Background: an optimization exercise with open tools, aiming at small area, a short achievable clock period and few clock cycles per item. Do not read the settings as production practice.
Where RTL was checked, it was by simulation tests only, not by an equivalence proof against the original.
Only the layout flow was run in runs 5 and 6; the RTL was not checked for function there.
Power and IR drop assume default switching activity.

$ cat flow/design.v
module jmp (
    input  wire        clk,
    input  wire        rst,           
    input  wire        load,
    input  wire [31:0] load_size,
    input  wire        start,
    input  wire        setq,
    input  wire [7:0]  setq_val,
    output wire        mem_re,
    output wire [31:0] mem_addr,
    input  wire [7:0]  mem_rdata,
    output wire        qt_we,
    output wire [10:0] qt_addr,
    output wire [7:0]  qt_wdata,
    output wire [15:0] status,
    output wire [31:0] size_o,
    output wire [7:0]  qfactor,
    output wire [31:0] offset_o,
    output wire [7:0]  width_blocks,
    output wire [7:0]  height_blocks,
    output wire [7:0]  type_o,
    output wire        precision,
    output wire [15:0] restart_interval,
    output wire [31:0] header_len,
    output wire [31:0] scan_off,
    output wire [31:0] scan_len
);
    localparam [2:0] ST_IDLE  = 3'd0,
                     ST_BUSY  = 3'd1,
                     ST_OK    = 3'd2,
                     ST_FAIL  = 3'd3,
                     ST_FAULT = 3'd4;
    localparam [5:0] C_NO_SOF        = 6'h10,
                     C_NO_DQT        = 6'h11,
                     C_ZERO_BLOCKS   = 6'h12,
                     C_SOF_SHORT     = 6'h13,
                     C_SOF_LENGTH    = 6'h14,
                     C_SOF_PRECISION = 6'h15,
                     C_SOF_DIMENSION = 6'h16,
                     C_SOF_NCOMP     = 6'h17,
                     C_SOF_SAMP_1ST  = 6'h18,
                     C_SOF_SAMP_OTH  = 6'h19,
                     C_SOF_QT_MISM   = 6'h1A,
                     C_SOF_REPEATED  = 6'h20,
                     C_SOS_TRUNC     = 6'h21,
                     C_SCAN_BEYOND   = 6'h22;
    localparam [4:0] S_SEARCH = 5'd0,    
                     S_CODE   = 5'd1,    
                     S_LHI    = 5'd2,    
                     S_LLO    = 5'd3,    
                     S_DQH    = 5'd4,    
                     S_DQT    = 5'd5,    
                     S_DQEND  = 5'd6,    
                     S_DQE2   = 5'd7,    
                     S_DRI2   = 5'd8,    
                     S_DRI3   = 5'd9,    
                     S_FIN0   = 5'd10,   
                     S_FIN    = 5'd11,   
                     S_FINS   = 5'd12,   
                     S_DQE0   = 5'd13,   
                     S_REJ    = 5'd14,   
                     S_RSR    = 5'd15,   
                     S_SOF2   = 5'd16;   
    localparam [2:0] K_SKIP = 3'd0,
                     K_SOF  = 3'd1,
                     K_DQT  = 3'd2,
                     K_DRI  = 3'd3,
                     K_SOS  = 3'd4;
    reg [2:0]  st;
    reg [5:0]  cause;
    reg [31:0] size;
    reg [7:0]  qf;
    reg [31:0] offset;
    reg        sof_found, dqt_found, sos_found, dri_found, eoi_seen;
    reg [7:0]  wb, hb;
    reg        t422;       
    reg        prec;
    reg [15:0] ri;
    reg [31:0] sl;
    reg        bsy;        
    reg [4:0]  ph;
    reg [2:0]  kind;
    reg [31:0] a;          
    reg [15:0] len;        
    reg [10:0] qa;         
    reg        fj;         
    reg        ci;         
    reg        wr;         
    reg        l_is4, l_is17, l_lt4;    
    reg [7:0]  d;          
    reg        p_live, p_v, p_b6;             
    reg [3:0]  p_or7;
    reg        d_live, d_v, d_f64, d_f128;    
    wire [32:0] cmp   = {1'b0, size} + {1'b0, ~a} + {32'd0, ci};
    wire        cmp_c = cmp[32];
    wire [8:0]  pp_m;
    wire [16:0] off_h1;
    jmp_add #(.W(8))  u_ppm (.a(offset[15:8]),  .b(mem_rdata), .ci(1'b0), .s(pp_m));
    jmp_add #(.W(16)) u_oh1 (.a(offset[31:16]), .b(16'd0),     .ci(1'b1), .s(off_h1));
    wire [31:0] pp = {pp_m[8] ? off_h1[15:0] : offset[31:16], pp_m[7:0], offset[7:0]};
    wire        pp_load = bsy && (ph == S_CODE || (ph == S_LHI && !d_live));
    wire [8:0]  jp_lo;
    wire [32:0] sl_h1;
    jmp_add #(.W(8))  u_jlo (.a(sl[7:0]),         .b(mem_rdata), .ci(1'b0), .s(jp_lo));
    jmp_add #(.W(32)) u_sh1 (.a({8'd0, sl[31:8]}), .b(32'd0),    .ci(1'b1), .s(sl_h1));
    wire [31:0] jp = {jp_lo[8] ? sl_h1[23:0] : sl[31:8], jp_lo[7:0]};
    wire [32:0] a_inc;
    jmp_add #(.W(32)) u_inc (.a(a), .b(32'd0), .ci(1'b1), .s(a_inc));
    wire [15:0] lfull = {len[15:8], d};
    wire        hd128   = (d[7:4] != 4'd0);
    wire        r_ge67  = (|len[15:7]) | (len[6] & ((|len[5:2]) | (len[1] & len[0])));
    wire        r_ge131 = (|len[15:8]) | (len[7] & ((|len[6:2]) | (len[1] & len[0])));
    wire        dq_fit  = hd128 ? (r_ge131 & d_f128) : (r_ge67 & d_f64);
    wire        dq_last = prec ? (&qa[6:0]) : (&qa[5:0]);
    wire        pend = (cause == 6'd0);
    wire        fin_ok    = sof_found && dqt_found && wb != 8'd0 && hb != 8'd0;
    wire [2:0]  fin_st    = fin_ok ? ST_OK : ST_FAIL;
    wire [5:0]  fin_cause = !sof_found ? C_NO_SOF :
                            !dqt_found ? C_NO_DQT :
                            fin_ok     ? 6'd0     : C_ZERO_BLOCKS;
    reg         jump;      
    reg         jump1;     
    reg         hold;      
    reg         a_zero;    
    always @(*) begin
        jump   = 1'b0;
        jump1  = 1'b0;
        hold   = 1'b0;
        a_zero = 1'b0;
        case (ph)
        S_LHI:    if (d_live && (kind == K_SKIP || kind == K_SOS)) jump1 = 1'b1;
        S_LLO:    if (kind == K_SOS) hold = 1'b1;
        S_DQE0:   jump = 1'b1;
        S_DQEND:  hold = 1'b1;
        S_REJ:    jump = 1'b1;
        S_RSR:    jump = 1'b1;
        S_FIN0:   begin jump = 1'b1; a_zero = 1'b1; end
        S_FIN, S_FINS: hold = 1'b1;
        default: ;
        endcase
    end
    always @(posedge clk) begin
        d      <= mem_rdata;
        p_live <= bsy && !jump && !jump1 && !hold;
        p_v    <= cmp_c;
        p_b6   <= cmp[6];
        p_or7  <= {|cmp[31:24], |cmp[23:16], |cmp[15:8], cmp[7]};
        d_live <= p_live && !jump;
        d_v    <= p_v;
        d_f64  <= p_v && ((|p_or7) || p_b6);
        d_f128 <= p_v && (|p_or7);
    end
    always @(posedge clk) begin
        if (ci)
            sl <= cmp[31:0];
        else if (pp_load)
            sl <= pp;
    end
    always @(posedge clk) begin
        if (rst) begin
            st   <= ST_IDLE;
            bsy  <= 1'b0;
            size <= 32'd0;
            qf   <= 8'd255;
            ph   <= S_SEARCH;
            ci   <= 1'b0;
            wr   <= 1'b0;
        end else if (!bsy) begin
            if (load) begin
                if (~&load_size[31:16] || ~|load_size[15:0]) begin
                    size <= load_size;
                    st   <= ST_IDLE;
                end
            end else if (start) begin
                st        <= ST_BUSY;
                bsy       <= 1'b1;
                ph        <= S_SEARCH;
                cause     <= 6'd0;
                a         <= 32'd0;
                fj        <= 1'b0;
                sof_found <= 1'b0;
                dqt_found <= 1'b0;
                sos_found <= 1'b0;
                dri_found <= 1'b0;
                eoi_seen  <= 1'b0;
                prec      <= 1'b0;
                ri        <= 16'd0;
            end else if (setq) begin
                qf <= setq_val;
            end
        end else begin
            ci <= 1'b0;
            if (jump)
                a <= a_zero ? 32'd0 : offset;
            else if (jump1)
                a <= jp;
            else if (!hold)
                a <= a_inc[31:0];
            case (ph)
            S_SEARCH: begin
                if (d_live) begin
                    fj <= 1'b0;
                    if (!d_v) begin
                        if (!fj)
                            offset <= size;
                        ph <= S_FIN0;
                    end else if (d == 8'hFF) begin
                        offset <= a;             
                        ph     <= S_CODE;
                    end
                end
            end
            S_CODE: begin
                ph <= S_LHI;
                if (!d_v) begin
                    offset <= size;
                    ph     <= S_FIN0;
                end else if (d == 8'hC0) begin
                    kind <= K_SOF;
                    if (sof_found) begin
                        st    <= ST_FAULT;
                        bsy   <= 1'b0;
                        cause <= C_SOF_REPEATED;
                    end
                end else if (d == 8'hC4 || d == 8'hFE || d[7:4] == 4'hE) begin
                    kind <= K_SKIP;
                end else if (d == 8'hDA) begin
                    kind <= K_SOS;
                end else if (d == 8'hDB) begin
                    kind      <= K_DQT;
                    dqt_found <= 1'b1;
                end else if (d == 8'hDD) begin
                    kind <= K_DRI;
                end else begin
                    if (d == 8'hD9)
                        eoi_seen <= 1'b1;
                    ph <= S_SEARCH;
                end
            end
            S_LHI: begin
                if (d_live) begin
                    len[15:8] <= d;
                    ph        <= S_LLO;
                    if (kind == K_DQT)
                        offset <= jp;
                    if (kind == K_SOS)
                        ci <= 1'b1;
                end
            end
            S_LLO: begin
                len[7:0] <= d;
                l_is4    <= (lfull == 16'd4);
                l_is17   <= (lfull == 16'd17);
                l_lt4    <= (lfull < 16'd4);
                case (kind)
                K_SKIP: begin
                    if (!d_v) begin
                        offset <= size;
                        ph     <= S_FIN0;
                    end else begin
                        offset <= a;             
                        fj     <= 1'b1;
                        ph     <= S_SEARCH;
                    end
                end
                K_SOS: begin
                    if (!d_v) begin
                        st    <= ST_FAULT;
                        bsy   <= 1'b0;
                        cause <= C_SOS_TRUNC;
                    end else begin
                        ph <= S_FINS;
                    end
                end
                K_DQT: begin
                    if (!d_v || lfull < 16'd2) begin
                        offset <= size;
                        ph     <= S_FIN0;
                    end else begin
                        ph <= (lfull == 16'd2) ? S_SEARCH : S_DQH;
                    end
                end
                K_DRI: ph <= S_DRI2;
                default: begin       
                    if (lfull < 16'd17)
                        cause <= C_SOF_LENGTH;
                    ph <= S_SOF2;
                end
                endcase
            end
            S_DQH: begin
                if (!d_v) begin
                    offset <= size;
                    ph     <= S_FIN0;
                end else if (d[3:0] == 4'hF || !dq_fit) begin
                    ph <= S_DQE0;
                end else begin
                    qa   <= hd128 ? {d[3:0], 7'd0} : {1'b0, d[3:0], 6'd0};
                    prec <= hd128;
                    len  <= len - 16'd1;
                    ph   <= S_DQT;
                    wr   <= 1'b1;
                end
            end
            S_DQT: begin
                qa  <= qa + 11'd1;
                len <= len - 16'd1;
                if (dq_last) begin
                    ph <= (len == 16'd3) ? S_SEARCH : S_DQH;
                    wr <= 1'b0;
                end
            end
            S_DQE0: begin                    
                ph <= S_DQEND;
                ci <= 1'b1;
            end
            S_DQEND: ph <= S_DQE2;   
            S_REJ: begin                     
                kind <= K_SKIP;
                ph   <= S_LHI;
            end
            S_RSR: begin                     
                fj <= 1'b1;
                ph <= S_SEARCH;
            end
            S_FIN0: begin                    
                ph <= S_FIN;
                ci <= 1'b1;
            end
            S_DQE2: begin
                if (!p_v) begin
                    offset <= size;
                    ph     <= S_FIN0;
                end else begin
                    fj <= 1'b1;                  
                    ph <= S_SEARCH;
                end
            end
            S_DRI2: begin
                qa[7:0] <= d;
                ph      <= S_DRI3;
            end
            S_DRI3: begin
                ph <= S_SEARCH;
                if (!d_v || l_lt4) begin
                    ph <= S_RSR;                 
                end else begin
                    ri        <= {qa[7:0], d};
                    dri_found <= ({qa[7:0], d} != 16'd0);
                    if (!l_is4)
                        ph <= S_REJ;             
                end
            end
            S_FIN: begin
                bsy   <= 1'b0;
                st    <= fin_st;
                cause <= fin_cause;
            end
            S_FINS: begin
                bsy <= 1'b0;
                if (!p_v) begin
                    st    <= ST_FAULT;
                    cause <= C_SCAN_BEYOND;
                end else begin
                    sos_found <= 1'b1;
                    st        <= fin_st;
                    cause     <= fin_cause;
                end
            end
            default: begin
                ph <= ph + 5'd1;
                case (ph[3:0])
                5'd0: if (pend && d != 8'd8) cause <= C_SOF_PRECISION;
                5'd1: begin
                    hb[7:5] <= d[2:0];
                    if (pend && d[7:3] != 5'd0) cause <= C_SOF_DIMENSION;
                end
                5'd2: begin
                    hb[4:0] <= d[7:3];
                    if (pend && ((hb[7:5] == 3'd7 && d > 8'hF8) ||
                                 (hb[7:5] == 3'd0 && d == 8'd0)))
                        cause <= C_SOF_DIMENSION;
                end
                5'd3: begin
                    wb[7:5] <= d[2:0];
                    if (pend && d[7:3] != 5'd0) cause <= C_SOF_DIMENSION;
                end
                5'd4: begin
                    wb[4:0] <= d[7:3];
                    if (pend && ((wb[7:5] == 3'd7 && d > 8'hF8) ||
                                 (wb[7:5] == 3'd0 && d == 8'd0)))
                        cause <= C_SOF_DIMENSION;
                end
                5'd5: if (pend && d != 8'd3) cause <= C_SOF_NCOMP;
                5'd7: begin
                    t422 <= d[1];
                    if (pend && d != 8'h21 && d != 8'h22) cause <= C_SOF_SAMP_1ST;
                end
                5'd10: if (pend && d != 8'h11) cause <= C_SOF_SAMP_OTH;
                5'd11: qa[7:0] <= d;
                5'd13: if (pend && d != 8'h11) cause <= C_SOF_SAMP_OTH;
                5'd14: begin
                    ph <= S_SEARCH;
                    if (!d_v) begin
                        st    <= ST_FAIL;
                        bsy   <= 1'b0;
                        cause <= C_SOF_SHORT;
                    end else if (!pend) begin
                        st  <= ST_FAIL;
                        bsy <= 1'b0;
                    end else if (d != qa[7:0]) begin
                        st    <= ST_FAIL;
                        bsy   <= 1'b0;
                        cause <= C_SOF_QT_MISM;
                    end else begin
                        sof_found <= 1'b1;
                        if (!l_is17)
                            ph <= S_REJ;         
                    end
                end
                default: ;
                endcase
            end
            endcase
        end
    end
    assign mem_re   = bsy;
    assign mem_addr = a;
    assign qt_we    = wr && (st == ST_BUSY) && (qa[10:7] != 4'hF);
    assign qt_addr  = qa;
    assign qt_wdata = d;
    wire show = st[2] | st[1];
    assign status = {2'b00, cause & {6{show}},
                     {eoi_seen, dri_found, sos_found, dqt_found, sof_found} & {5{show}},
                     st};
    assign size_o           = size;
    assign qfactor          = qf;
    assign offset_o         = offset;
    assign width_blocks     = wb;
    assign height_blocks    = hb;
    assign type_o           = {1'b0, dri_found, 5'd0, t422};
    assign precision        = prec;
    assign restart_interval = ri;
    assign header_len       = a;
    assign scan_off         = a;
    assign scan_len         = sl;
endmodule
module jmp_add #(parameter W = 32) (
    input  wire [W-1:0] a,
    input  wire [W-1:0] b,
    input  wire         ci,
    output wire [W:0]   s
);
    localparam L = (W <= 8) ? 3 : (W <= 16) ? 4 : 5;    
    wire [W-1:0] p0 = a ^ b;
    wire [W-1:0] g0 = (a & b) | {{(W-1){1'b0}}, p0[0] & ci};
    wire [W-1:0] gu [0:L];
    wire [W-1:0] pu [0:L];
    assign gu[0] = g0;
    assign pu[0] = p0;
    genvar k, i;
    generate
        for (k = 0; k < L; k = k + 1) begin : up
            for (i = 0; i < W; i = i + 1) begin : b
                if (((i + 1) % (2 << k)) == 0) begin : c
                    assign gu[k+1][i] = gu[k][i] | (pu[k][i] & gu[k][i - (1 << k)]);
                    assign pu[k+1][i] = pu[k][i] & pu[k][i - (1 << k)];
                end else begin : n
                    assign gu[k+1][i] = gu[k][i];
                    assign pu[k+1][i] = pu[k][i];
                end
            end
        end
    endgenerate
    wire [W-1:0] gd [0:L];
    assign gd[0] = gu[L];
    generate
        for (k = 0; k < L; k = k + 1) begin : dn
            for (i = 0; i < W; i = i + 1) begin : b
                if ((L - 2 - k) >= 0 && i >= (3 << (L - 2 - k)) - 1 &&
                    ((i + 1 - (1 << (L - 2 - k))) % (2 << (L - 2 - k))) == 0) begin : c
                    assign gd[k+1][i] = gd[k][i] | (pu[L][i] & gd[k][i - (1 << (L - 2 - k))]);
                end else begin : n
                    assign gd[k+1][i] = gd[k][i];
                end
            end
        end
    endgenerate
    wire [W-1:0] c = gd[L];             
    assign s = {c[W-1], p0 ^ {c[W-2:0], ci}};
endmodule
$ cat flow/flow/run.sh
#!/bin/bash
# The standard layout (the standard.sh: standard synthesis, floorplan, place, CTS, route,
# finish), with two changes to how it is built:
#  - the I/O port buffers are sky130_fd_sc_hd__buf_1 instead of the cell buffer_ports picks
#    by default; every port still gets its own buffer;
#  - clock tree synthesis inserts no dummy loads.
set -euo pipefail
bash standard.sh \
  "BUFFER_PORTS_ARGS=-buffer_cell sky130_fd_sc_hd__buf_1" \
  "CTS_ARGS=-sink_clustering_enable -repair_clock_nets -dont_use_dummy_load -sink_clustering_size 14 -sink_clustering_max_diameter 60 -buf_list sky130_fd_sc_hd__clkbuf_8" \
  finish > standard_make.log 2>&1
$ cat flow/standard.sh
#!/bin/bash
# synth_recipe.tcl (not shown) runs the flow's synth.tcl, then flattens the netlist and writes it again
# the make line also repeats each setting of config.mk as NAME=value (left out here)
make -C /OpenROAD-flow-scripts/flow DESIGN_CONFIG=/design/flow/config.mk WORK_HOME=/design/flow/orfs CLKGATE_MAP_FILE= SYNTH_SCRIPT=/design/flow/synth_recipe.tcl "${@:-finish}"
$ cat flow/config.mk
export PLATFORM = sky130hd
export DESIGN_NAME = jmp
export DESIGN_NICKNAME = jmp
export VERILOG_FILES = /design/flow/design.v
export SDC_FILE = /design/flow/constraint.sdc
export NUM_CORES = 4
export LEC_CHECK = 0
export CAP_MARGIN = 20
export CORE_MARGIN = 2
export CORE_UTILIZATION = 55
export PLACE_DENSITY = 0.65
export SETUP_SLACK_MARGIN = 4.75
export SLEW_MARGIN = 20
export TNS_END_PERCENT = 0
$ cat flow/constraint.sdc
create_clock -name core_clock -period 8.0 [get_ports {clk}]
set_input_delay 1.6000 -clock core_clock [delete_from_list [all_inputs] [get_ports {clk}]]
set_output_delay 1.6000 -clock core_clock [all_outputs]
set_load 0.01 [all_outputs]
==> summary.txt, run 1 <==
Static Leak=just over 7 nW; Layout fillers=about 2.6k; Detailed Route Iter0 Violations=roughly 1.7k; # diodes=0; total die area=between 30000 and 40000 sq um; main flop type after synthesis=edfxtp_1; grt total ovfl=0; Slowest cell on crit path=edfxtp_1; chip width=176 um; Port Buf Inserts=between 300 and 400; Die Height=about 180 um; # setup viols final=0; worst path required time=approximately 8.4 ns; Placed Instances=roughly 2.3k; clk root buf=clkbuf_8; synth unique cells=81; Worst-Skew Late Latency=about 0.6 ns; share of layout cells above drive strength 1=a little under a tenth; area of the multi-input gates=between 8000 and 9000 sq um; Async SR Flop Fraction=0%; part of the cycle the worst path needs=a little over two fifths; area leader, netlist=edfxtp_1; CP Cell Sequence=ha_2 > and3_2 > and4_4 > and3_1 > and3_1 > and3_1 > and3_1 > and3_1 > and3_1 > and3_1 > ha_1 > mux2i_1 > a21oi_1 > a21o_1; Max VDD drop=around 0.12 mV; synth warn=4; Final Skew=~0.062 ns; Worst R2R Start=sl[9]; P&R area growth vs syn=12.7%; worst path arrival time=between 3 and 4 ns; CTS tree=done; HPWL after detailed placement=between 30 and 40 mm; max-cap check violation count=0; final non-filler cell total=~2.4k; first-pass GRT wire length=80.6 mm; worst flop-to-flop path endpoint=a[30]; highest clock rate=about 290 MHz; Fin. Hold Viols=0; total track usage=roughly a third; Post-Syn Area per Cell=roughly 9.3 sq um; Crit. End Element=flip-flop; CTS Buffer Depth=3; CP Max Fanout=3; DRC=0; worst r2r path cells=14; Final GP Congestion=~0.96; min-delay worst type=reg -> reg; TNS Setup=0 ns; antenna violations before repair=1; vias per cell=between 6 and 7; Post-synth EDFFs=around 180; clock transition at the registers of the reported paths=around 0.09 ns; minimum clock period=between 3 and 4 ns; # IOs=between 300 and 400; Syn Inst Count=about 1.7k; hold path start=p_or7[0]; Core Box Area=slightly below 30000 sq um; largest net degree at the start of global routing=54; WP buf/inv=0; critical path endpoint=a[30]; H-tree lvl count=1; clk sinks=about 250; Critical Path Start Type=flip-flop; Final nets=around 2.2k; Seq cells post-synth=around 250; vias in the first global route=roughly 14k; Netlist Area Pre-Place=16300 sq um; Worst path most repeated cell=and3_1; Register Area=6660 sq um; CP Class=reg -> reg; ranking of synthesized cells by area=edfxtp_1, dfxtp_1, ha_1; Initial Util=between 50% and 60%; Crit path largest cell delay=0.44 ns; max_slew headroom=between 20% and 30%; Power Density=about 180 nW/um^2; router iterations before antenna repair=6; antenna viol nets, final=0; Detailed Route WL=53.5 mm; Avg WL per Cell=about 22 um; reg2reg setup slack=roughly 4.5 ns; Worst Setup SP=sl[9]; Site Rows=62; minimum hold slack=between 0.4 and 0.5 ns; status=complete, no violations; Slew Limit Fails=0; Worst path top cell family by delay=simple AND/OR/NAND/NOR gates; Seq/Total Area, Yosys=~41%; RSZ-0062 raised after global routing=true; actual slew at the worst max-slew pin=between 1 and 1.5 ns; Num CTS Buffers=28; Vias=14.9k; Critical Path Stages=14; top cell type's share of synthesized area=~32%
==> stage by stage <==
| step | worst slack, ns | power [mW] | cell area (sq um) | utilization (%) |
|---|---|---|---|---|
| after detailed placement | 3.61 | 2.42 | 17300 | 59.7 |
| final | 4.49 | 3.23 | 18300 | 63.3 |
| after CTS | 4.50 | 3.18 | 17900 | 62.0 |
| after floorplan | 4.12 | 2.17 | 16300 | - |
| after global placement | 3.68 | 2.41 | 17300 | 59.7 |
| after global routing | 4.41 | 3.36 | 18300 | 63.3 |
==> layout make-up <==
type | instances | share of cell area (%)
clock buffer | 28 | 2.10
sequential | 245 | 36.4
timing repair buffer | 387 | 9.45
inverter | 77 | 1.58
tap | 384 | 2.62
multi-input combinational | 1267 | 47.9
==> synthesized netlist by cell type, types with 16 or more instances <==
cell type / instances
a21o_1: 37
o21ai_0: 123
xnor2_1: 49
mux2i_1: 64
edfxtp_1: 175
nand3b_1: 16
clkbuf_1: 76
a21oi_1: 105
nor2_1: 143
and2_1: 20
dfxtp_1: 70
a31oi_1: 28
a22oi_1: 28
xor2_1: 49
and3_1: 35
inv_1: 76
nor3_1: 45
nand2_1: 154
nand3_1: 34
buf_4: 74
ha_1: 91
nor2b_1: 20
==> cell usage in the layout, fill, tap and decap left out, drive strengths merged, types with 37 or more instances in the layout <==
| cell | count |
|---|---|
| dfxtp | 70 |
| nor2 | 144 |
| xor2 | 49 |
| xnor2 | 49 |
| ha | 91 |
| nor3 | 45 |
| inv | 76 |
| o21ai | 123 |
| nand2 | 154 |
| edfxtp | 175 |
| a21oi | 106 |
| buf | 384 |
| mux2i | 64 |
| a21o | 37 |
==> report_power, final <==
part	leakage [nW]	internal (mW)	switching, mW
clock	0.201	0.309	0.439
sequential	2.19	1.47	0.106
combinational	4.72	0.343	0.562
==> how the worst min path moves through the flow <==
stage | depth (start not counted) | to | slack [ns]
2_1_floorplan | 1 | d_f64 | 0.41
3_5_place_dp | 1 | d_live | 0.44
5_1_grt | 1 | d_f128 | 0.43
4_1_cts | 1 | d_f128 | 0.44
3_3_place_gp | 1 | d_f64 | 0.41
6_report | 1 | d_f128 | 0.43
==> registers in the layout (all words and copies together) (netlist names), 11 cells and up <==
register  flops
ri           16
qa           11
offset       32
sl           32
len          16
size         32
a            32
==> layer usage <==
metal / wire [um] / track usage (%) / share of wire (%) / up-vias
met3: 4690 / 4.94 / 8.8 / 157
met2: 25600 / 56.6 / 48 / 827
met5: 0 / 0 / 0 / -
met4: 1910 / 12.3 / 3.6 / 0
met1: 21300 / 44.1 / 40 / 7103
li1: - / - / - / 6772
==> cells by family after synthesis <==
group,share of synthesized area (%)
AO/OA/AOI/OAI,17.1
other,0.0231
buffers and inverters,7.41
multiplexers,4.57
XOR/XNOR,5.28
adder cells (fa/ha/maj),8.12
flip-flops,41.0
AND/OR/NAND/NOR,16.5
==> timing repair <==
action	CTS	global route
pin swaps	19	20
cloned	2	0
resized for setup	40	46
hold buffers	0	0
setup endpoints to repair	229	265
setup buffers	16	23
Testbench counts, summed over its fixed seeds: cycles 78,442, items 320.
==> run 2: changes to the inputs <==
--- a/flow/design.v
+++ b/flow/design.v
@@ -177,6 +177,7 @@
                 ph        <= S_SEARCH;
                 cause     <= 6'd0;
+                offset    <= 32'd0;
                 a         <= 32'd0;
-                fj        <= 1'b0;
+                fj        <= 1'b1;
                 sof_found <= 1'b0;
                 dqt_found <= 1'b0;
==> run 2 against run 1 <==
  * Clock power is essentially flat
  * Highest routed layer unchanged
  * Area after synthesis grew 3.1%
  * Via count grew 4.4%
==> summary.txt, run 2 <==
Post-Syn Area per Cell=between 9 and 10 sq um; vias per cell=between 6 and 7; first-pass GRT wire length=86.9 mm; RSZ-0062 raised after global routing=true; post-synthesis adder-cell area fraction=7.87%; clk sinks=between 200 and 250; most frequent cells in the layout=buf_1, nor2_1, edfxtp_1; Final nets=between 2k and 2.5k; Max VDD drop=0.138 mV; most numerous cell in the Yosys netlist=nor2_1; Port Buf Inserts=around 320; total track usage=between 30% and 40%; P&R area growth vs syn=13.4%; share of layout cells above drive strength 1=a little over a tenth; part of the cycle the worst path needs=approximately 45%; area leader, netlist=edfxtp_1; Slew Limit Fails=0; Async SR Flop Fraction=0%; xor/xnor share of the synthesized area=approximately 4.7%; largest family of logic cells by synthesized area=compound AO/OA/AOI/OAI gates; CTS Hold Bufs=0; Seq/Total Area, Yosys=about two fifths; Final GP Congestion=about 0.98; Power Density=between 150 and 200 nW/um^2; largest net degree at the start of global routing=62; Crit. End Element=flip-flop; antenna violations before repair=1; minimum clock period=roughly 3.6 ns; chip width=between 150 and 200 um; Num CTS Buffers=28; antenna viol nets, final=0; Avg WL per Cell=between 20 and 25 um; worst path arrival time=~4 ns; # diodes=0; Seq cells post-synth=~250; actual slew at the worst max-slew pin=about 0.99 ns; max_slew headroom=roughly 34%; max-cap check violation count=0; most common cell after layout, fill and taps aside=buf_1; Worst-Skew Late Latency=0.61 ns; # IOs=approximately 330; area of the multi-input gates=roughly 9300 sq um; Die Height=between 150 and 200 um; Worst path most repeated cell=buf_6; router iterations before antenna repair=6; synth unique cells=82; Crit path largest cell delay=0.46 ns; Register Area=approximately 6700 sq um; Fin. Hold Viols=0; CP Max Fanout=3; # setup viols final=0; Syn Inst Count=~1.8k; DRC=0; main flop type after synthesis=edfxtp_1; mux share of post-synthesis cell area=6.35%; Synth top cells by count=nor2_1, edfxtp_1, nand2_1; HPWL after detailed placement=between 40 and 50 mm; min-delay worst type=reg -> reg; top cell type's share of synthesized area=about a third; clock transition at the registers of the reported paths=roughly 0.10 ns; TNS Setup=0 ns; CP Cell Sequence=buf_8 > ha_4 > fa_2 > a21o_1 > a21oi_4 > o21bai_1 > a21oi_2 > buf_4 > buf_6 > buf_6 > buf_6 > fa_2 > nor2_2 > a211oi_1 > a211oi_1; grt total ovfl=0; Detailed Route Iter0 Violations=about 1.8k; Worst path top cell family by delay=adder cells; ranking of synthesized cells by area=edfxtp_1, dfxtp_1, ha_1; simple-gate share of the synthesized area=roughly 16%; Slowest cell on crit path=fa_2; Final Skew=~0.046 ns; final non-filler cell total=approximately 2.4k; status=complete, no violations; H-tree lvl count=1; synth warn=4; minimum hold slack=approximately 0.4 ns; Site Rows=63; Layout fillers=roughly 2.6k; overall power=a little under 3 mW; Compound-Gate Fraction of Synth Area=17.4%; Netlist Area Pre-Place=~17000 sq um; Core Box Area=29800 sq um; Initial Util=a little under three fifths; highest clock rate=280 MHz; Vias=15.5k; Detailed Route WL=~58 mm; Critical Path Start Type=input port; CTS tree=done; Placed Instances=between 2k and 2.5k; worst path required time=between 8 and 9 ns; final core utilization=a little under two thirds; Post-synth EDFFs=about 180; CP Class=in -> reg; WP buf/inv=5; vias in the first global route=14.9k; total die area=between 30000 and 40000 sq um; clk root buf=clkbuf_8; CTS Buffer Depth=3; Static Leak=7.19 nW
-- run 2: layer usage --
metal	wire length [um]	vias to the layer above	share of wire, %	track usage, %
li1	-	7026	-	-
met1	23000	7407	40	46.2
met2	27600	898	47	60.1
met3	4610	189	7.9	4.18
met4	2970	0	5.1	17.5
met5	0	-	0	0
-- run 2: final cells by class --
class                      instances  share of cell area (%)
clock buffer                      28                    2.03
inverter                          85                    1.68
multi-input combinational       1304                    48.8
sequential                       245                    35.1
tap                              390                    2.57
timing repair buffer             392                    9.92
-- run 2: per-stage QoR --
step           instance area, sq um  worst slack (ns)
2_1_floorplan                 16900              4.17
3_3_place_gp                  17900              3.16
3_5_place_dp                  17900              3.08
4_1_cts                       18800              4.47
5_1_grt                       19000              4.35
6_report                      19000              4.42
-- run 2: worst paths after layout --
path	from	end	slack, ns	cells past startpoint
worst max-delay path	mem_rdata[0]	a[6]	4.42	15
worst min-delay path	p_live	d_live	0.41	2
worst max register to register	ph[0]	a[5]	4.49	13
worst min register to register	p_live	d_live	0.41	2
-- run 2: worst register-to-register path, cell delays in order, from the launching register on --
cell	delay [ns]
dfxtp_1	0.37
inv_1	0.10
ha_1	0.15
buf_4	0.24
nand2_1	0.16
nor3_2	0.16
buf_6	0.29
nand2_1	0.15
or3_4	0.50
nand2_1	0.19
nor2_4	0.07
buf_4	0.22
a21oi_4	0.16
buf_8	0.33
-- run 2: cell families after synthesis --
kind of cell	after synthesis
other	1
XOR/XNOR	89
multiplexers	104
buffers and inverters	261
adder cells (fa/ha/maj)	100
flip-flops	245
AND/OR/NAND/NOR	565
AO/OA/AOI/OAI	438
-- run 2: timing repair --
item | in CTS | in global routing
setup buffers | 27 | 10
gates resized for setup | 78 | 25
setup endpoints to repair | 228 | 250
pin swaps | 24 | 21
cloned | 3 | 0
-- run 2: power by group --
group / internal (mW) / switching, mW
logic: 0.272 / 0.418
clock network: 0.308 / 0.438
registers: 1.43 / 0.0820
Testbench counts of run 2, summed over its fixed seeds: cycles 78,442, items 320.
==> run 3: changes to the inputs <==
--- a/flow/design.v
+++ b/flow/design.v
@@ -177,7 +177,6 @@
                 ph        <= S_SEARCH;
                 cause     <= 6'd0;
-                offset    <= 32'd0;
                 a         <= 32'd0;
-                fj        <= 1'b1;
+                fj        <= 1'b0;
                 sof_found <= 1'b0;
                 dqt_found <= 1'b0;
--- a/flow/config.mk
+++ b/flow/config.mk
@@ -8,6 +8,6 @@
 export CAP_MARGIN = 20
 export CORE_MARGIN = 2
-export CORE_UTILIZATION = 55
-export PLACE_DENSITY = 0.65
+export CORE_UTILIZATION = 50
+export PLACE_DENSITY = 0.62
 export SETUP_SLACK_MARGIN = 4.75
 export SLEW_MARGIN = 20
==> run 3 against run 2 <==
  * Global-route usage decreased by 5.3 points
  * Highest routed layer unchanged
  * Sequential power increased by 5%
  * Cell count increased by 0.41%
  * Largest cell class unchanged
  * Count of clock-buffer cells in the layout increased by 1
==> summary.txt, run 3 <==
total track usage=30.6%; RSZ-0062 raised after global routing=true; clk root buf=clkbuf_8; main flop type after synthesis=edfxtp_1; Crit path largest cell delay=1.10 ns; max_slew headroom=16.8%; TNS Setup=0 ns; Detailed Route Iter0 Violations=around 1.7k; sequential share of power=between 40% and 50%; worst flop-to-flop path endpoint=a[31]; Detailed Route WL=approximately 55 mm; Seq cells post-synth=~250; Post-synth EDFFs=between 150 and 200; reg2reg setup slack=4.50 ns; Die Height=roughly 180 um; clk sinks=around 250; Netlist Area Pre-Place=between 15000 and 20000 sq um; top cell type's share of synthesized area=~32%; minimum hold slack=between 0.4 and 0.5 ns; status=complete, no violations; max-cap check violation count=0; CTS Hold Bufs=0; CP Class=in -> reg; first-pass GRT wire length=79.7 mm; antenna viol nets, final=0; Final nets=between 2k and 2.5k; # setup viols final=0; total die area=around 34000 sq um; Worst-Skew Late Latency=a little over 0.6 ns; hold path start=p_b6; P&R area growth vs syn=13.6%; WP buf/inv=1; minimum clock period=between 3 and 4 ns; part of the cycle the worst path needs=45.7%; P_sw=approximately 1.1 mW; antenna violations before repair=0; Slew Limit Fails=0; Synth top cells by count=edfxtp_1, nand2_1, nor2_1; Internal=between 2 and 2.5 mW; Num CTS Buffers=29; actual slew at the worst max-slew pin=between 1 and 1.5 ns; Critical Path Stages=8; Max VDD drop=approximately 0.16 mV; Power Density=roughly 180 nW/um^2; Syn Inst Count=between 1.5k and 2k; highest clock rate=274 MHz; switching share of total power=between 30% and 40%; Site Rows=between 60 and 70; clock power share=23.4%; Slowest cell on crit path=nor4_1; logic gate share of total power=about 28%; Core Box Area=32300 sq um; chip width=~180 um; Worst path top cell family by delay=simple AND/OR/NAND/NOR gates; H-tree lvl count=1; Fin. Hold Viols=0; # diodes=0; Async SR Flop Fraction=0%; router iterations before antenna repair=6; DRC=0; most common cell after layout, fill and taps aside=buf_1; Initial Util=about half; Crit. End Element=flip-flop; Final GP Congestion=approximately 0.93; Critical Path Start Type=input port; Port Buf Inserts=between 300 and 400; CP Max Fanout=5; share of layout cells above drive strength 1=roughly a tenth; area leader, netlist=edfxtp_1; # IOs=about 330; most frequent cells in the layout=buf_1, edfxtp_1, nand2_1; synth unique cells=between 80 and 90; Vias=between 10k and 15k; Hold EP=d_f64; clock transition at the registers of the reported paths=about 0.090 ns; min-delay worst type=reg -> reg; Worst R2R Start=a[0]; Post-Syn Area per Cell=between 9 and 10 sq um; CTS Buffer Depth=3; Seq/Total Area, Yosys=41.0%; worst path required time=8.43 ns; vias per cell=around 6.0; CTS tree=done; vias in the first global route=~13k; worst path arrival time=a little over 4 ns; HPWL after detailed placement=about 38 mm; worst r2r path cells=16; ranking of synthesized cells by area=edfxtp_1, dfxtp_1, ha_1; Avg WL per Cell=roughly 22 um; Static Leak=roughly 7 nW; synth warn=4; most numerous cell in the Yosys netlist=edfxtp_1; grt total ovfl=0; hold path cells=1; CP Cell Sequence=buf_1 > nand4_1 > nor4_1 > a21boi_4 > nor3_1 > a211o_1 > mux2i_1 > nor2_1; largest net degree at the start of global routing=54; Final Skew=approximately 0.077 ns
==> run 3: cells by family after synthesis <==
kind of cell             share of synthesized area [%]
AO/OA/AOI/OAI                                     17.1
XOR/XNOR                                          5.28
adder cells (fa/ha/maj)                           8.12
buffers and inverters                             7.41
flip-flops                                        41.0
multiplexers                                      4.57
other                                           0.0231
AND/OR/NAND/NOR                                   16.5
==> run 3: layout make-up <==
type / count / area, sq um
well taps: 442 / 553
fillers: 3010 / 13800
repair buffers: 390 / 1740
multi-input cells: 1271 / 8820
clock buffers: 29 / 399
inverters: 77 / 289
flip-flops and latches: 245 / 6660
==> run 3: worst reg2reg max path, delay by kind of cell, from the launching register on <==
family | cells | cell delay, ns
xor+xnor | 1 | 0.11
flops | 1 | 0.40
fa+ha+maj | 2 | 0.29
compound gates | 2 | 0.24
buf+inv | 1 | 0.13
simple gates | 10 | 2.05
==> run 3: power groups by stage <==
stage	clock [mW]	combinational [mW]	sequential [mW]
after floorplan	0	0.583	1.58
after global placement	0	0.811	1.61
after detailed placement	0	0.817	1.61
after CTS	0.780	0.855	1.58
after global routing	0.823	0.993	1.59
final	0.766	0.919	1.58
==> run 3: per-stage QoR <==
| stage | cell area [sq um] | utilization, % | power [mW] | setup WS (ns) | std cells |
|---|---|---|---|---|---|
| after global placement | 17300 | 53.7 | 2.42 | 3.50 | 2374 |
| after global routing | 18500 | 57.2 | 3.41 | 4.39 | 2454 |
| after floorplan | 16300 | - | 2.17 | 4.12 | 1748 |
| final | 18500 | 57.2 | 3.27 | 4.35 | 2454 |
| after CTS | 18000 | 55.8 | 3.21 | 4.45 | 2423 |
| after detailed placement | 17300 | 53.7 | 2.42 | 3.49 | 2374 |
==> run 3: timing repair <==
action / CTS / global route
resized for setup: 36 / 52
setup buffers: 16 / 29
hold endpoints to repair: 0 / 0
pin swaps: 19 / 20
setup endpoints to repair: 228 / 281
gates cloned: 4 / 2
==> run 3: worst max-delay path by stage <==
stage / from / endpoint
after floorplan: mem_rdata[0] / a[14]
after global placement: mem_rdata[0] / a[8]
after detailed placement: a[0] / sl[30]
after CTS: a[11] / p_or7[3]
after global routing: a[0] / p_or7[3]
final: load_size[31] / st[0]
==> run 3: routing by layer <==
layer / global-route usage (%) / routed length, um / vias to the layer above
li1: - / - / 6795
met1: 41.4 / 22300 / 7047
met2: 51.4 / 26000 / 813
met3: 3.97 / 4910 / 99
met4: 9.31 / 1610 / 0
met5: 0 / 0 / -
Testbench counts of run 3, summed over its fixed seeds: cycles 78,442, items 320.
==> run 4: changes to the inputs <==
--- a/flow/design.v
+++ b/flow/design.v
@@ -177,6 +177,7 @@
                 ph        <= S_SEARCH;
                 cause     <= 6'd0;
+                offset    <= 32'd0;
                 a         <= 32'd0;
-                fj        <= 1'b0;
+                fj        <= 1'b1;
                 sof_found <= 1'b0;
                 dqt_found <= 1'b0;
==> flow/flow/run.sh (replaced) <==
#!/bin/bash
# The standard layout (the standard.sh: standard synthesis, floorplan, place, CTS, route,
# finish), with two changes to how it is built:
#  - the I/O port buffers are sky130_fd_sc_hd__buf_2 instead of the cell buffer_ports picks
#    by default; every port still gets its own buffer;
#  - clock tree synthesis inserts no dummy loads.
set -euo pipefail
bash standard.sh \
  "BUFFER_PORTS_ARGS=-buffer_cell sky130_fd_sc_hd__buf_2" \
  "CTS_ARGS=-sink_clustering_enable -repair_clock_nets -dont_use_dummy_load -sink_clustering_size 14 -sink_clustering_max_diameter 60 -buf_list sky130_fd_sc_hd__clkbuf_8" \
  finish > standard_make.log 2>&1
--- a/flow/config.mk
+++ b/flow/config.mk
@@ -8,7 +8,8 @@
 export CAP_MARGIN = 20
 export CORE_MARGIN = 2
-export CORE_UTILIZATION = 50
-export PLACE_DENSITY = 0.62
-export SETUP_SLACK_MARGIN = 4.75
+export CORE_UTILIZATION = 55
+export CTS_BUF_LIST = sky130_fd_sc_hd__clkbuf_8
+export PLACE_DENSITY = 0.65
+export SETUP_SLACK_MARGIN = 4.6
 export SLEW_MARGIN = 20
 export TNS_END_PERCENT = 0
==> run 4 against run 3 <==
  * Still clean
  * Wire length up 5.8%
  * Sequential cell count unchanged
  * Utilization up 6.6 points
  * Power shrank 10%
  * Global-route usage is 4.5 points higher
  * Largest cell class unchanged
  * Largest power group unchanged
==> summary.txt, run 4 <==
minimum clock period=between 3 and 4 ns; Detailed Route WL=between 50 and 60 mm; Power Density=~150 nW/um^2; worst path arrival time=4.03 ns; Detailed Route Iter0 Violations=approximately 1.6k; worst path required time=8.30 ns; largest net degree at the start of global routing=53; most numerous cell in the Yosys netlist=nor2_1; Seq/Total Area, Yosys=39.7%; antenna violations before repair=1; HPWL after detailed placement=40.3 mm; clk root buf=clkbuf_8; Netlist Area Pre-Place=around 17000 sq um; CP Cell Sequence=buf_2 > ha_4 > fa_2 > a21o_1 > a21oi_4 > o21bai_1 > a21oi_2 > o21bai_4 > a21oi_4 > buf_12 > clkbuf_16 > nor3b_1 > o21ai_0 > a221oi_1; Final nets=about 2.2k; Layout fillers=2585; total track usage=35.2%; router iterations before antenna repair=6; most frequent cells in the layout=buf_2, nor2_1, edfxtp_1; TNS Setup=0 ns; reg2reg setup slack=4.31 ns; DRC=0; clock transition at the registers of the reported paths=roughly 0.080 ns; Vias=approximately 15k; top cell type's share of synthesized area=31.4%; min-delay worst type=reg -> reg; # diodes=0; grt total ovfl=0; status=complete, no violations; H-tree lvl count=1; Crit path largest cell delay=~0.37 ns; ranking of synthesized cells by area=edfxtp_1, dfxtp_1, ha_1; CTS tree=done; Post-synth EDFFs=about 180; CTS Hold Bufs=0; CP Max Fanout=6; Slowest cell on crit path=fa_2; Avg WL per Cell=roughly 24 um; Fin. Hold Viols=0; Final GP Congestion=~0.96; Seq cells post-synth=roughly 250; antenna viol nets, final=0; total die area=about 32000 sq um; Synth top cells by count=nor2_1, edfxtp_1, nand2_1; CTS Buffer Depth=3; Static Leak=between 7 and 8 nW; vias per cell=~6.4; first-pass GRT wire length=85.6 mm; part of the cycle the worst path needs=46.6%; Initial Util=roughly 56%; final setup margin=between 4 and 5 ns; max-cap check violation count=0; vias in the first global route=roughly 15k; clk sinks=roughly 250; synth unique cells=82; Crit. End Element=flip-flop; Worst path most repeated cell=a21oi_4; Worst-Skew Late Latency=between 0.6 and 0.7 ns; Port Buf Inserts=roughly 320; final core utilization=between 60 and 70%; # setup viols final=0; Async SR Flop Fraction=0%; CP Class=in -> reg; Post-Syn Area per Cell=between 9 and 10 sq um; Die Height=179 um; most common cell after layout, fill and taps aside=buf_2; P&R area growth vs syn=13.3%; chip width=roughly 180 um; Core Box Area=roughly 30000 sq um; area leader, netlist=edfxtp_1; Final Skew=around 0.047 ns; actual slew at the worst max-slew pin=around 1.0 ns; dpl ws=3.04 ns; Max VDD drop=about 0.12 mV; RSZ-0062 raised after global routing=true; Syn Inst Count=approximately 1.8k; synth warn=4; share of layout cells above drive strength 1=between 20% and 30%; Slew Limit Fails=0; highest clock rate=between 200 and 300 MHz; Critical Path Start Type=input port; Site Rows=63; Num CTS Buffers=28; max_slew headroom=between 30 and 40%; main flop type after synthesis=edfxtp_1; # IOs=between 300 and 400; overall power=2.93 mW
-- run 4: final timing paths --
kind                      from    endpoint  cells past startpoint
setup / recovery  mem_rdata[0]  offset[31]                     14
hold / removal          p_live      d_live                      2
setup reg to reg          a[0]    p_or7[2]                     13
hold reg to reg         p_live      d_live                      2
-- run 4: area by class of cell --
cell class | count | area (sq um) | area share (%)
timing repair buffer | 364 | 1980 | 10.4
tap | 390 | 488 | 2.57
inverter | 85 | 319 | 1.68
clock buffer | 28 | 385 | 2.03
multi-input combinational | 1307 | 9160 | 48.2
sequential | 245 | 6660 | 35.1
-- run 4: critical path: cells and delay by family --
kind / cells / cell delay (ns)
AND/OR/NAND/NOR: 1 / 0.06
adder cells (fa/ha/maj): 2 / 0.53
buffers and inverters: 3 / 0.43
AO/OA/AOI/OAI: 8 / 1.38
-- run 4: logic make-up (layout without fill, tap and decap cells) --
logic type               after synthesis  count (layout)  share of synthesized area [%]
AO/OA/AOI/OAI                        438             441                           17.4
XOR/XNOR                              89              89                           4.65
adder cells (fa/ha/maj)              100             100                           7.87
buffers and inverters                261             477                           7.55
flip-flops                           245             245                           39.7
multiplexers                         104             104                           6.35
other                                  1               8                         0.0224
AND/OR/NAND/NOR                      565             565                           16.4
-- run 4: per-layer routing --
layer  up-vias  share of wire, %  global-route usage (%)  wire, um
li1       6988                 -                       -         -
met1      7419                40                    44.9     23200
met2       847                47                    57.9     27200
met3       197               8.5                    6.50      4950
met4         0               4.6                    16.3      2690
met5         -                 0                       0         0
-- run 4: power by group --
group / internal, mW / leakage, nW / switching, mW / total (mW)
sequential: 1.43 / 2.22 / 0.0806 / 1.51
combinational: 0.261 / 5.57 / 0.405 / 0.666
clock: 0.309 / 0.201 / 0.448 / 0.756
total: 2.00 / 7.99 / 0.934 / 2.93
-- run 4: per-stage QoR --
stage | hold slack, ns | std cells | area, sq um
6_report | 0.391 | 2419 | 19000
3_5_place_dp | 0.404 | 2370 | 18200
2_1_floorplan | 0.329 | 1810 | 16800
4_1_cts | 0.390 | 2404 | 18700
5_1_grt | 0.399 | 2419 | 19000
3_3_place_gp | 0.394 | 2370 | 18200
-- run 4: timing repair --
| item | in CTS | in global routing |
|---|---|---|
| endpoints found under the setup margin | 224 | 215 |
| buffers inserted | 4 | 13 |
| cloned | 2 | 2 |
| resized for setup | 21 | 34 |
| pin swaps | 6 | 18 |
Testbench counts of run 4, summed over its fixed seeds: cycles 78,442, items 320.
==> run 5: changes to the inputs <==
--- a/flow/design.v
+++ b/flow/design.v
@@ -105,4 +105,7 @@
     jmp_add #(.W(32)) u_sh1 (.a({8'd0, sl[31:8]}), .b(32'd0),    .ci(1'b1), .s(sl_h1));
     wire [31:0] jp = {jp_lo[8] ? sl_h1[23:0] : sl[31:8], jp_lo[7:0]};
+    wire [8:0]  jq_lo;
+    jmp_add #(.W(8))  u_jqlo (.a(sl[7:0]),        .b(d),         .ci(1'b0), .s(jq_lo));
+    wire [31:0] jq = {jq_lo[8] ? sl_h1[23:0] : sl[31:8], jq_lo[7:0]};
     wire [32:0] a_inc;
     jmp_add #(.W(32)) u_inc (.a(a), .b(32'd0), .ci(1'b1), .s(a_inc));
@@ -243,6 +246,4 @@
                     len[15:8] <= d;
                     ph        <= S_LLO;
-                    if (kind == K_DQT)
-                        offset <= jp;
                     if (kind == K_SOS)
                         ci <= 1'b1;
@@ -279,5 +280,6 @@
                         ph     <= S_FIN0;
                     end else begin
-                        ph <= (lfull == 16'd2) ? S_SEARCH : S_DQH;
+                        offset <= jq;            
+                        ph     <= (lfull == 16'd2) ? S_SEARCH : S_DQH;
                     end
                 end
==> flow/flow/run.sh (replaced) <==
#!/bin/bash
# The standard layout (the standard.sh: standard synthesis, floorplan, place, CTS, route,
# finish), with two changes to how it is built:
#  - the I/O port buffers are sky130_fd_sc_hd__buf_1 instead of the cell buffer_ports picks
#    by default; every port still gets its own buffer;
#  - clock tree synthesis inserts no dummy loads.
set -euo pipefail
bash standard.sh \
  "BUFFER_PORTS_ARGS=-buffer_cell sky130_fd_sc_hd__buf_1" \
  "CTS_ARGS=-sink_clustering_enable -repair_clock_nets -dont_use_dummy_load -sink_clustering_size 14 -sink_clustering_max_diameter 60 -buf_list sky130_fd_sc_hd__clkbuf_8" \
  finish > standard_make.log 2>&1
==> run 5 against run 4 <==
  * Largest power group unchanged
  * Sequential share of layout area down 0.27 points
  * Non-clock buffer count down 7
  * Clock power is essentially flat
  * Via count grew 6.3%
  * Utilization shrank 2.9 points
  * Highest routed layer unchanged
  * Fmax is 5.3% higher
  * Sequential power about the same
  * Setup slack gained 0.19 ns
==> summary.txt, run 5 <==
Power Density=roughly 150 nW/um^2; Syn Inst Count=between 1.5k and 2k; most frequent cells in the layout=buf_1, edfxtp_1, nand2_1; main flop type after synthesis=edfxtp_1; worst path arrival time=roughly 3.9 ns; area leader, netlist=edfxtp_1; antenna viol nets, final=0; most common cell after layout, fill and taps aside=buf_1; Final Skew=between 0.03 and 0.04 ns; synth unique cells=83; CP Max Fanout=37; Final GP Congestion=a little under 1; Placed Instances=approximately 2.5k; Critical Path Stages=12; HPWL after detailed placement=~44 mm; # setup viols final=0; Synth top cells by count=edfxtp_1, nand2_1, nor2_1; max-cap check violation count=0; worst path required time=8.32 ns; minimum clock period=roughly 3.5 ns; reg2reg setup slack=4.48 ns; vias in the first global route=between 15k and 20k; antenna violations before repair=0; total die area=~33000 sq um; actual slew at the worst max-slew pin=1.13 ns; largest family of logic cells by synthesized area=compound AO/OA/AOI/OAI gates; P&R area growth vs syn=9.04%; mux share of post-synthesis cell area=between 4 and 5%; Worst R2R Start=a[0]; CTS Hold Bufs=0; Worst-Skew Late Latency=around 0.6 ns; Worst path top cell family by delay=compound AO/OA/AOI/OAI gates; top cell type's share of synthesized area=29.9%; vias per cell=approximately 6.4; router iterations before antenna repair=6; synth warn=4; highest clock rate=about 280 MHz; CP Cell Sequence=buf_1 > ha_1 > nor2b_1 > o21ai_1 > a21boi_1 > o21ai_1 > a21boi_1 > o21a_1 > buf_12 > o21ai_0 > xor2_1 > o21ai_0; ranking of synthesized cells by area=edfxtp_1, dfxtp_1, ha_1; min-delay worst type=reg -> reg; Netlist Area Pre-Place=between 15000 and 20000 sq um; Worst Setup SP=mem_rdata[2]; overall power=roughly 2.9 mW; Avg WL per Cell=23.9 um; Compound-Gate Fraction of Synth Area=a little under a fifth; CTS tree=done; part of the cycle the worst path needs=between 40% and 50%; final non-filler cell total=between 2k and 3k; Die Height=around 180 um; worst r2r path cells=14; Async SR Flop Fraction=0%; CP Class=in -> reg; # IOs=331; xor/xnor share of the synthesized area=5.63%; Seq cells post-synth=roughly 250; Slowest cell on crit path=buf_1; DRC=0; final core utilization=between 60% and 70%; simple-gate share of the synthesized area=16.8%; status=complete, no violations; Site Rows=65; Vias=~16k; Initial Util=a little under three fifths; Detailed Route Iter0 Violations=1606; clk root buf=clkbuf_8; # diodes=0; WP buf/inv=2; Static Leak=between 7 and 8 nW; CTS Buffer Depth=3; Seq/Total Area, Yosys=around 38%; Slew Limit Fails=0; most numerous cell in the Yosys netlist=edfxtp_1; chip width=183 um; Core Box Area=31500 sq um; Post-synth EDFFs=175; first-pass GRT wire length=between 90 and 100 mm; H-tree lvl count=1; Crit. End Element=flip-flop; share of layout cells above drive strength 1=under 10%; Detailed Route WL=approximately 60 mm; largest net degree at the start of global routing=between 40 and 50; Critical Path Start Type=input port; grt total ovfl=0; Max VDD drop=0.128 mV; post-synthesis adder-cell area fraction=under 10%; Final nets=around 2.3k; max_slew headroom=between 20 and 25%; Fin. Hold Viols=0; Crit path largest cell delay=0.35 ns; Num CTS Buffers=27; critical path endpoint=a[31]; Port Buf Inserts=roughly 320; total track usage=35.6%; TNS Setup=0 ns; RSZ-0062 raised after global routing=true; worst flop-to-flop path endpoint=sl[20]; clk sinks=roughly 250; clock transition at the registers of the reported paths=about 0.07 ns; Post-Syn Area per Cell=just under 9 sq um
## run 5: cell type report
type                            instances  area [sq um]
Fill cell                            2899         12300
Multi-Input combinational cell       1444          9770
Sequential cell                       245          6670
Timing Repair Buffer                  357          1490
Tap cell                              402           503
Clock buffer                           27           372
Inverter                               95           358
## run 5: through the flow
| stage | worst slack (ns) | hold slack, ns | instance area, sq um |
|---|---|---|---|
| 3_5_place_dp | 3.56 | 0.421 | 18600 |
| 3_3_place_gp | 3.66 | 0.411 | 18600 |
| 4_1_cts | 4.48 | 0.436 | 19100 |
| 5_1_grt | 4.27 | 0.453 | 19200 |
| 2_1_floorplan | 4.41 | 0.406 | 17700 |
| 6_report | 4.46 | 0.436 | 19200 |
## run 5: cells by family after synthesis
family | Yosys count
mux | 85
compound gates | 515
buf+inv | 282
fa+ha+maj | 111
xor+xnor | 113
simple gates | 611
other cells | 1
flops | 245
## run 5: how the worst min path moves through the flow
stage / startpoint / end / slack (ns) / depth (start not counted)
after global routing: p_live / d_live / 0.45 / 1
final: p_live / d_live / 0.44 / 1
after global placement: p_live / d_live / 0.41 / 1
after floorplan: p_live / d_live / 0.41 / 1
after CTS: p_live / d_live / 0.44 / 1
after detailed placement: p_live / d_live / 0.42 / 1
## run 5: layer usage
metal | wire, um | vias to the layer above | global-route usage (%)
li1 | - | 7467 | -
met1 | 24800 | 7940 | 46.6
met2 | 29600 | 889 | 60.7
met3 | 5130 | 132 | 5.18
met4 | 1790 | 0 | 11.8
met5 | 0 | - | 0
## run 5: what timing repair did
action	4_1_cts	5_1_grt
pin swaps	5	2
endpoints found under the setup margin	191	168
setup buffers	5	1
gates resized for setup	29	10
gates cloned	1	0
## run 5: where the power goes
group	leakage [nW]	switching [mW]	internal, mW
combinational	4.78	0.417	0.234
sequential	2.22	0.0831	1.42
clock	0.194	0.458	0.299
total	7.19	0.957	1.96
## run 5: worst register-to-register path, cell delays in order (launching register included)
cell	delay [ns]
edfxtp_1	0.44
inv_1	0.11
ha_1	0.27
a21oi_2	0.18
inv_1	0.07
fa_2	0.39
a211oi_4	0.29
nor4b_1	0.12
or3b_1	0.40
and3_1	0.20
o41ai_4	0.27
o21bai_1	0.12
a21oi_2	0.14
xor2_1	0.20
mux2i_1	0.09
==> run 6: changes to the inputs <==
--- a/flow/config.mk
+++ b/flow/config.mk
@@ -9,7 +9,6 @@
 export CORE_MARGIN = 2
 export CORE_UTILIZATION = 55
-export CTS_BUF_LIST = sky130_fd_sc_hd__clkbuf_8
 export PLACE_DENSITY = 0.65
-export SETUP_SLACK_MARGIN = 4.6
+export SETUP_SLACK_MARGIN = 4.75
 export SLEW_MARGIN = 20
 export TNS_END_PERCENT = 0
==> run 6 against run 5 <==
  * Still clean
  * Sequential power barely moved
  * Clock power about the same
  * Sequential cell count unchanged
  * Die area stayed put
  * Via count is essentially flat
  * Largest power group unchanged
==> summary.txt, run 6 <==
mux share of post-synthesis cell area=4.93%; Synth top cells by count=edfxtp_1, nand2_1, nor2_1; main flop type after synthesis=edfxtp_1; largest family of logic cells by synthesized area=compound AO/OA/AOI/OAI gates; logic gate share of total power=a little under a quarter; CTS tree=done; Netlist Area Pre-Place=between 15000 and 20000 sq um; simple-gate share of the synthesized area=approximately 17%; Core Box Area=roughly 31000 sq um; ranking of synthesized cells by area=edfxtp_1, dfxtp_1, ha_1; vias per cell=~6.4; dpl ws=3.56 ns; antenna violations before repair=0; sequential share of power=51.6%; Num CTS Buffers=27; # setup viols final=0; Post-Syn Area per Cell=between 8 and 9 sq um; actual slew at the worst max-slew pin=1.13 ns; total die area=between 30000 and 40000 sq um; most numerous cell in the Yosys netlist=edfxtp_1; P_sw=~0.96 mW; # diodes=0; TNS Setup=0 ns; Placed Instances=2536; largest net degree at the start of global routing=between 40 and 50; post-synthesis adder-cell area fraction=8.46%; most common cell after layout, fill and taps aside=buf_1; Site Rows=65; Final GP Congestion=just under 1; Avg WL per Cell=23.9 um; Internal=roughly 2.0 mW; part of the cycle the worst path needs=between 40% and 50%; CP Max Fanout=32; Die Height=183 um; worst path required time=about 8.2 ns; max_slew headroom=about 24%; H-tree lvl count=1; Crit. End Element=flip-flop; synth unique cells=between 80 and 90; max-cap check violation count=0; Port Buf Inserts=roughly 320; chip width=183 um; minimum clock period=around 3.6 ns; Worst R2R Start=ph[0]; CP Class=reg -> reg; Detailed Route WL=roughly 61 mm; Async SR Flop Fraction=0%; antenna viol nets, final=0; final non-filler cell total=between 2k and 3k; vias in the first global route=15.2k; # IOs=approximately 330; highest clock rate=281 MHz; Seq/Total Area, Yosys=a little under two fifths; xor/xnor share of the synthesized area=between 5 and 6%; Post-synth EDFFs=around 180; hold path start=p_live; RSZ-0062 raised after global routing=true; Slew Limit Fails=0; P&R area growth vs syn=9.59%; minimum hold slack=between 0.4 and 0.5 ns; Power Density=152 nW/um^2; min-delay worst type=reg -> reg; Worst-Skew Late Latency=between 0.6 and 0.7 ns; Worst Setup SP=ph[0]; router iterations before antenna repair=6; Static Leak=7.23 nW; overall power=a little under 3 mW; switching share of total power=32.8%; share of layout cells above drive strength 1=roughly 7.3%; HPWL after detailed placement=about 44 mm; Initial Util=55.8%; status=complete, no violations; Vias=around 16k; final core utilization=between 60% and 70%; Final Skew=0.0362 ns; Max VDD drop=between 0.1 and 0.15 mV; clock transition at the registers of the reported paths=~0.07 ns; CTS Buffer Depth=3; area leader, netlist=edfxtp_1; top cell type's share of synthesized area=approximately 30%; Placed Instance Area=about 19000 sq um; clock power share=25.8%; worst path arrival time=~3.8 ns; total track usage=between 30% and 40%; most frequent cells in the layout=buf_1, edfxtp_1, nand2_1; Seq cells post-synth=roughly 250; Compound-Gate Fraction of Synth Area=18.5%; first-pass GRT wire length=around 91 mm; synth warn=4; Syn Inst Count=1963; Fin. Hold Viols=0; Final nets=approximately 2.3k; DRC=0; clk sinks=between 200 and 250; fin area=around 19000 sq um; final setup margin=between 4 and 5 ns; clk root buf=clkbuf_8; Detailed Route Iter0 Violations=1459; grt total ovfl=0; Layout fillers=approximately 2.9k; Critical Path Start Type=flip-flop
-- run 6: cell counts after synthesis --
Identical to the previous run, type by type.
-- run 6: per-layer routing --
layer	global-route usage (%)	wire [um]
met1	46.8	24800
met2	60.6	29700
met3	5.16	5170
met4	11.6	1850
met5	0	0
-- run 6: critical path: stages, from the launching register on --
cell	delay [ns]
dfxtp_1	0.45
ha_1	0.62
nand2_1	0.13
o21ai_0	0.10
nand2_1	0.21
nor2_1	0.19
or3_1	0.53
nor3_2	0.07
buf_4	0.25
a21oi_4	0.14
buf_4	0.48
-- run 6: power groups by stage --
stage	Combinational (mW)	Clock [mW]	Sequential, mW
floorplan	0.430	0	1.52
global placement	0.615	0	1.53
detailed placement	0.619	0	1.53
CTS	0.638	0.759	1.50
global route	0.713	0.795	1.51
finish	0.658	0.754	1.51
-- run 6: what timing repair did --
action / in CTS / in global routing
gates cloned: 1 / 0
resized for setup: 37 / 11
setup buffers: 10 / 3
pin swaps: 7 / 8
hold buffers: 0 / 0
setup endpoints to repair: 211 / 242
-- run 6: kinds of logic (layout without fill, tap and decap cells) --
family          after synthesis  in the layout
simple gates                611            612
compound gates              515            515
buf+inv                     282            486
flops                       245            245
xor+xnor                    113            113
fa+ha+maj                   111            111
mux                          85             85
other cells                   1              8
-- run 6: area by class of cell --
cell class	count	area [sq um]	share of cell area (%)
Multi-Input combinational cell	1444	9800	50.9
Sequential cell	245	6670	34.6
Tap cell	402	503	2.61
Clock buffer	27	372	1.93
Timing Repair Buffer	364	1550	8.05
Inverter	95	362	1.88
-- run 6: path summary, 6_finish.rpt --
| check | end | slack [ns] | depth (start not counted) |
|---|---|---|---|
| worst min-delay path | d_live | 0.44 | 1 |
| worst min register to register | d_live | 0.44 | 1 |
| worst max-delay path | a[17] | 4.44 | 10 |
| worst max register to register | a[17] | 4.44 | 10 |

## port drivers added, routing unchanged
No port has a modelled driver above. Below, the same layouts with a new extraction and two added sets of constraints.
Step 1: set_driving_cell puts a clkbuf_16 on clk and a buf_2 on each other input, an assumption about the parent block.
Step 2 times the ports against the registers' clock, not the clock port: input delays grow and output delays shrink by t, the midpoint of the rising clock arrivals with the driver on.
a / b / c = ideal ports / drivers / drivers and shift; a / b = the first two.
| run | t (ns) | setup slack, ns | hold WS [ns] | worst slew at a driven data input, ns |
|---|---|---|---|---|
| run 1 | 0.626 | 4.494 / 4.494 / 3.895 | 0.434 / 0.434 / 0.434 | 0.04 |
| run 2 | 0.640 | 4.424 / 4.429 / 3.789 | 0.405 / 0.405 / 0.405 | 0.07 |
| run 3 | 0.633 | 4.345 / 4.376 / 3.742 | 0.443 / 0.443 / 0.443 | 0.04 |
| run 4 | 0.640 | 4.276 / 4.302 / 3.662 | 0.391 / 0.391 / 0.391 | 0.04 |
| run 5 | 0.640 | 4.464 / 4.479 / 3.849 | 0.436 / 0.436 / 0.436 | 0.04 |
| run 6 | 0.639 | 4.438 / 4.438 / 3.865 | 0.439 / 0.439 / 0.439 | 0.04 |
After both steps every run listed still meets setup and hold. The setup slack of run 2, which loses most, moves by +0.005 ns with the drivers and by -0.635 ns with both steps.
